This is an optimization exercise on Yosys and OpenROAD, whose aim is small area, a short achievable clock period and few clock cycles, not a production implementation.
In this exercise RTL edits were held to simulation tests only and were not proved equivalent to the original.
No activity file was given, so power comes from the tool's default toggle rates.

==> flow/design.v <==
module g2p_field (
    input  wire        clk,
    input  wire        rst,         
    input  wire        cmd_valid,
    input  wire [31:0] cmd,
    input  wire [63:0] opa,
    input  wire [63:0] opb,
    output wire        cmd_ready,
    output reg         done,
    output reg  [3:0]  code,
    output reg  [16:0] res
);
    localparam [31:0] OP_SETF = 32'h0A;
    localparam [31:0] OP_FCVT = 32'h10;
    localparam [31:0] OP_FADD = 32'h11;
    localparam [31:0] OP_FSUB = 32'h12;
    localparam [31:0] OP_FMUL = 32'h13;
    localparam [31:0] OP_FDIV = 32'h14;
    localparam [3:0] C_OK       = 4'd0;
    localparam [3:0] C_ILLEGAL  = 4'd1;
    localparam [3:0] C_NOFIELD  = 4'd2;
    localparam [3:0] C_REDEFINE = 4'd3;
    localparam [3:0] C_DEGREE   = 4'd4;
    localparam [3:0] C_MODDEG   = 4'd5;
    localparam [3:0] C_DIVZERO  = 4'd8;
    localparam [2:0] S_IDLE    = 3'd0;
    localparam [2:0] S_MUL     = 3'd1;    
    localparam [2:0] S_INV_SQ  = 3'd2;    
    localparam [2:0] S_INV_MUL = 3'd3;    
    localparam [2:0] S_DIV_FIN = 3'd4;    
    reg [2:0]  state;
    assign cmd_ready = (state == S_IDLE);
    reg        fvalid;
    reg [4:0]  p;
    reg [16:0] fmod;
    wire [15:0] mask   = (p == 5'd16) ? 16'hFFFF : ((16'd1 << p) - 16'd1);
    wire [15:0] topbit = 16'd1 << (p - 5'd1);
    wire [15:0] a_el = opa[15:0] & mask;
    wire [15:0] b_el = opb[15:0] & mask;
    reg [15:0] eng_x;
    reg [15:0] eng_y;       
    reg [15:0] eng_acc;
    reg [4:0]  eng_cnt;
    wire        eng_ovf  = |(eng_acc & topbit);
    wire [16:0] eng_sh   = {eng_acc, 1'b0} ^ (eng_ovf ? fmod : 17'd0);
    wire [15:0] eng_next = eng_sh[15:0] ^ (eng_y[15] ? eng_x : 16'd0);
    wire        eng_done = (eng_cnt == 5'd0);
    reg [15:0] dv_a;        
    reg [15:0] dv_r;        
    reg [15:0] dv_s;        
    reg [4:0]  dv_k;        
    task start_mul;
        input [15:0] x;
        input [15:0] y;
        begin
            eng_x   <= x;
            eng_y   <= y << (5'd16 - p);
            eng_acc <= 16'd0;
            eng_cnt <= p;
        end
    endtask
    always @(posedge clk) begin
        if (rst) begin
            state   <= S_IDLE;
            done    <= 1'b0;
            code    <= C_OK;
            res     <= 17'd0;
            fvalid  <= 1'b0;
            p       <= 5'd0;
            fmod    <= 17'd0;
            eng_x   <= 16'd0;
            eng_y   <= 16'd0;
            eng_acc <= 16'd0;
            eng_cnt <= 5'd0;
            dv_a    <= 16'd0;
            dv_r    <= 16'd0;
            dv_s    <= 16'd0;
            dv_k    <= 5'd0;
        end else begin
            done <= 1'b0;
            if (state != S_IDLE && !eng_done) begin
                eng_acc <= eng_next;
                eng_y   <= eng_y << 1;
                eng_cnt <= eng_cnt - 5'd1;
            end
            case (state)
                S_IDLE: begin
                    if (cmd_valid) begin
                        case (cmd)
                            OP_SETF: begin
                                done <= 1'b1;
                                if (fvalid)
                                    code <= C_REDEFINE;
                                else if (opa == 64'd0 || opa > 64'd16)
                                    code <= C_DEGREE;
                                else if ((opb >> opa[4:0]) != 64'd1)
                                    code <= C_MODDEG;
                                else begin
                                    code   <= C_OK;
                                    res    <= opb[16:0];
                                    fvalid <= 1'b1;
                                    p      <= opa[4:0];
                                    fmod   <= opb[16:0];
                                end
                            end
                            OP_FCVT, OP_FADD, OP_FSUB, OP_FMUL, OP_FDIV: begin
                                if (!fvalid) begin
                                    done <= 1'b1;
                                    code <= C_NOFIELD;
                                end else if (cmd == OP_FCVT) begin
                                    done <= 1'b1;
                                    code <= C_OK;
                                    res  <= {1'b0, a_el};
                                end else if (cmd == OP_FADD || cmd == OP_FSUB) begin
                                    done <= 1'b1;
                                    code <= C_OK;
                                    res  <= {1'b0, a_el ^ b_el};
                                end else if (cmd == OP_FMUL) begin
                                    start_mul(a_el, b_el);
                                    state <= S_MUL;
                                end else if (b_el == 16'd0) begin
                                    done <= 1'b1;
                                    code <= C_DIVZERO;
                                end else begin
                                    dv_a <= a_el;
                                    dv_r <= 16'd1;
                                    dv_s <= b_el;
                                    dv_k <= p - 5'd1;
                                    if (p == 5'd1) begin
                                        start_mul(a_el, 16'd1);
                                        state <= S_DIV_FIN;
                                    end else begin
                                        start_mul(b_el, b_el);
                                        state <= S_INV_SQ;
                                    end
                                end
                            end
                            default: begin
                                done <= 1'b1;
                                code <= C_ILLEGAL;
                            end
                        endcase
                    end
                end
                S_MUL: begin
                    if (eng_done) begin
                        done  <= 1'b1;
                        code  <= C_OK;
                        res   <= {1'b0, eng_acc};
                        state <= S_IDLE;
                    end
                end
                S_INV_SQ: begin
                    if (eng_done) begin
                        dv_s  <= eng_acc;
                        start_mul(dv_r, eng_acc);
                        state <= S_INV_MUL;
                    end
                end
                S_INV_MUL: begin
                    if (eng_done) begin
                        dv_r <= eng_acc;
                        dv_k <= dv_k - 5'd1;
                        if (dv_k == 5'd1) begin
                            start_mul(dv_a, eng_acc);
                            state <= S_DIV_FIN;
                        end else begin
                            start_mul(dv_s, dv_s);
                            state <= S_INV_SQ;
                        end
                    end
                end
                S_DIV_FIN: begin
                    if (eng_done) begin
                        done  <= 1'b1;
                        code  <= C_OK;
                        res   <= {1'b0, eng_acc};
                        state <= S_IDLE;
                    end
                end
                default: state <= S_IDLE;
            endcase
        end
    end
endmodule
==> flow/run.sh <==
#!/bin/bash
# synth_recipe.tcl (not shown) runs the flow's synth.tcl, then flattens the netlist and writes it again
# the make line also repeats each setting of config.mk as NAME=value (left out here)
make -C /OpenROAD-flow-scripts/flow DESIGN_CONFIG=/design/flow/config.mk WORK_HOME=/design/flow/orfs CLKGATE_MAP_FILE= SYNTH_SCRIPT=/design/flow/synth_recipe.tcl finish
==> flow/config.mk <==
export PLATFORM = sky130hd
export DESIGN_NAME = g2p_field
export DESIGN_NICKNAME = g2p_field
export VERILOG_FILES = /design/flow/design.v
export SDC_FILE = /design/flow/constraint.sdc
export NUM_CORES = 4
export LEC_CHECK = 0
export CAP_MARGIN = 20
export CORE_MARGIN = 2
export CORE_UTILIZATION = 40
export SLEW_MARGIN = 20
==> flow/constraint.sdc <==
create_clock -name core_clock -period 8.0 [get_ports {clk}]
set_input_delay 1.6000 -clock core_clock [delete_from_list [all_inputs] [get_ports {clk}]]
set_output_delay 1.6000 -clock core_clock [all_outputs]
set_load 0.01 [all_outputs]
==> summary.md <==
| Metric | Value |
|---|---|
| Required time at the worst-slack endpoint | `8.37 ns` |
| Category of the critical setup timing path | `reg2reg` |
| Clk sinks | `approximately 150` |
| Normalized max-slew margin | `22.3%` |
| Estimated wirelength of the detail-placed design | `between 40 and 50 mm` |
| DRC violation total after the first TritonRoute iteration | `approximately 2.4k` |
| Outcome | `no timing/DRC/antenna violations` |
| Maximum number of pins on one net before global-route repair | `83` |
| Count of pins on the block boundary | `186` |
| Core footprint | `about 35000 sq um` |
| Fraction of layout instances using a drive strength above 1 | `7.56%` |
| Pin slew with the least headroom to its limit | `1.16 ns` |
| Cell Pwr Density | `112 nW/um^2` |
| Number of violations of the max-capacitance limit | `0` |
| Routability cong. | `0.952` |
| Worst clock skew | `0.0143 ns` |
| Horizontal die dimension | `roughly 190 um` |
| Mapped Area | `14300 sq um` |
| First-pass GRT wire length | `between 90 and 100 mm` |
| Worst-case clock buffer depth | `2` |
| Final Hold Vio Count | `0` |
| Routed wire per std cell | `25.4 um` |
| DIE AREA | `~37000 sq um` |
| Clock tree from TritonCTS | `built` |
| Startpoint class of the critical path | `register` |
| Number of synthesized flops with an enable pin | `0` |
| Source-to-sink clock delay at the later pin of the worst-skew pair | `about 0.46 ns` |
| Total Power | `about 0.0019 W` |
| Setup violations, final | `0` |
| Vias after detailed routing | `17.1k` |
| Number of fill cells in the layout | `between 3k and 4k` |
| Clock transition at the register clock pins on the worst setup and hold paths after CTS | `0.07 ns` |
| Fin. max-slew vios | `0` |
| Placement-stage worst setup slack | `roughly 1.9 ns` |
| Endpoint type of the worst setup path | `register` |
| Flops & latches, synth | `153` |
| Remaining antenna violation count after routing | `0` |
| Arrival time of data at the critical path endpoint | `roughly 6.1 ns` |
| YS warnings | `1` |
| Distinct cell type count after synthesis | `a little over 90` |
| Leakage power | `around 5.6 nW` |
| Number of antenna repair diodes | `0` |
| Summed negative setup slack over all endpoints | `0 ns` |
| Wire length after detailed routing | `about 65 mm` |
| Final design instance area without fill | `~17000 sq um` |
| Worst-path maximum fanout | `16` |
| Vias/cell | `between 6 and 7` |
| Average cell area after synthesis | `around 7 sq um` |
| TritonRoute pass-1 iters | `7` |
| Max H-tree Level | `4` |
| Placed Area | `16400 sq um` |
| Layout area overhead | `18.7%` |
| Period minus WS final | `5.69 ns` |
| Proportion of synthesized flip-flops having asynchronous set or reset | `0%` |
| Worst vdd ir | `~140 uV` |
| CTS buffer count | `17` |
| Leading cell types in the layout, fill and taps excluded | `nand2_1 (263), nor2_1 (192), clkdlybuf4s50_1 (182), a21oi_1 (174), dfxtp_1 (152)` |
| Final #Nets | `2254` |
| Buffers on Ports | `185` |
| Number of rows in the core area | `between 60 and 70` |
| RSZ-0062 raised after global routing | `false` |
| Class of the tightest hold or removal check | `reg2reg` |
| Initial core utilization | `between 40% and 50%` |
| Total of hold buffers inserted after clock tree synthesis | `0` |
| Total gr overflow | `0` |
| Buffer type at the clock tree root | `clkbuf_16` |
| Overall fraction of global-route tracks in use | `about 34%` |
| Final critical-path share of the clock period | `around 71%` |
| Max Clock Freq | `between 150 and 200 MHz` |
| Main flop type after synthesis | `dfxtp_1` |
| Final routed DRC violation total | `0` |
| Chip height | `between 150 and 200 um` |
| Register area share after synthesis | `approximately 21%` |
| Count of instances resized after the clock tree is built | `0` |
| Post-CTS Repair Setup Buffers | `0` |
| Commonest non-fill, non-tap cell in the layout | `nand2_1` |
| Vias in the first global route | `approximately 16k` |
| Post-synth net total | `around 2.2k` |
| Initial antenna violation count | `0` |
| Setup slack of the critical path after layout | `approximately 2.3 ns` |
| Cells after Synth | `a little over 2k` |
[routing by layer]
layer / vias to the layer above / GRT usage, % / share of wire [%]
met5: - / 0 / 0
met4: 0 / 14.8 / 4.5
met3: 185 / 5.12 / 9.7
met2: 1046 / 52.9 / 44
met1: 8184 / 47.6 / 42
li1: 7680 / - / -
[critical path, stage by stage, from the launching register on]
cell and delay [ns]:
dfxtp_1 0.58, inv_1 0.15, ha_1 0.45, nand2b_1 0.19, nor3_1 0.09, buf_4 0.20, inv_1 0.17, ha_1 0.26
inv_1 0.10, a211o_1 0.41, or4b_1 0.58, o2111ai_2 0.30, nand3_1 0.20, or3_1 0.61, o21ai_1 0.62, buf_4 0.29
a311oi_1 0.11, a221oi_1 0.26
[cell families (layout without fill, tap and decap cells)]
| logic type | count (synthesis) | count (layout) | synth area share (%) |
|---|---|---|---|
| AND/OR/NAND/NOR | 831 | 831 | 28.0 |
| AO/OA/AOI/OAI | 601 | 601 | 28.3 |
| buffers and inverters | 224 | 300 | 6.43 |
| multiplexers | 154 | 154 | 12.4 |
| flip-flops | 153 | 153 | 21.4 |
| XOR/XNOR | 40 | 40 | 2.45 |
| adder cells (fa/ha/maj) | 12 | 12 | 1.05 |
[where the power goes]
| group | switching (W) | internal, W |
|---|---|---|
| Combinational | 0.000143 | 0.000127 |
| Sequential | 0.000000736 | 0.000762 |
| Clock | 0.000393 | 0.000469 |
| Total | 0.000536 | 0.00136 |
[metrics by stage]
stage	hold slack (ns)	utilization (%)	std cells
after detailed placement	0.447	46.2	2519
final	0.454	48.0	2552
after global placement	0.440	46.2	2519
after CTS	0.457	47.9	2550
after global routing	0.472	48.0	2552
after floorplan	0.432	-	2015
[cell type report]
cell class / instances / area, sq um / area share, %
clock inverter: 13 / 160 / 0.943
timing repair buffer: 238 / 2250 / 13.2
tap: 461 / 577 / 3.40
multi-input combinational: 1638 / 10400 / 61.2
sequential: 153 / 3060 / 18.0
clock buffer: 18 / 429 / 2.53
inverter: 31 / 116 / 0.685
[flip-flops by register name, indices dropped and copies added (netlist names)]
signal,cells
code,4
done,1
dv_a,16
dv_k,5
dv_r,16
dv_s,16
eng_acc,16
eng_cnt,5
eng_x,16
eng_y,16
fmod,16
fvalid,1
p,5
res,17
state,3
[final timing paths]
path | startpoint | endpoint | slack (ns) | depth (start not counted)
max | p[1] | eng_y[11] | 2.31 | 17
min | dv_a[11] | dv_a[11] | 0.45 | 2
max reg2reg | p[1] | eng_y[11] | 2.31 | 17
min reg2reg | dv_a[11] | dv_a[11] | 0.45 | 2
[Yosys cell counts, drive strengths merged (8+ instances only)]
master / count / area, sq um
mux2: 25 / 282
nor2: 193 / 724
or2: 8 / 50.1
nor3: 81 / 415
nand2b: 27 / 169
o211ai: 42 / 315
a221oi: 9 / 78.8
inv: 30 / 113
nand2: 264 / 993
clkbuf: 141 / 529
xnor2: 32 / 280
mux2i: 113 / 1130
a21oi: 175 / 876
a2111oi: 9 / 85.1
xor2: 8 / 70.1
o211a: 8 / 80.1
o22ai: 28 / 175
a211oi: 42 / 315
o21ai: 91 / 459
a311oi: 24 / 216
ha: 12 / 150
buf: 52 / 274
nor4: 44 / 275
nand4: 12 / 75.1
a22oi: 22 / 165
dfxtp: 153 / 3060
and2: 13 / 81.3
a221o: 11 / 110
o221ai: 11 / 96.3
o2111ai: 12 / 111
or4: 15 / 113
nor2b: 18 / 113
o31ai: 13 / 111
a31oi: 25 / 156
and3: 32 / 200
or3: 16 / 100
nand3: 69 / 345
mux4: 16 / 360
Testbench counts, summed over its fixed seeds: cycles 404,890.

afterwards: timing with drivers on the ports:
How much do the figures lean on ideal ports? The routed layout below was timed once more, with nothing changed but the port constraints.
Step 1 assumes that a clkbuf_16 drives the clock port and a buf_2 every other input.
Step 2, shift: input delay + t, output delay - t, t = (earliest + latest rising clock arrival at the registers) / 2. This alone moves slack from input paths to output paths.
Three values: no drivers, after step 1, after step 2; two values: the first two.
shift t [ns]: 0.516
setup WS [ns]: 2.305 / 2.305 / 2.137
hold slack, ns: 0.454 / 0.454 / 0.454
After both steps this run still meets setup and hold. The setup slack of this run moves by 0.000 ns with the drivers and by -0.168 ns with both steps.
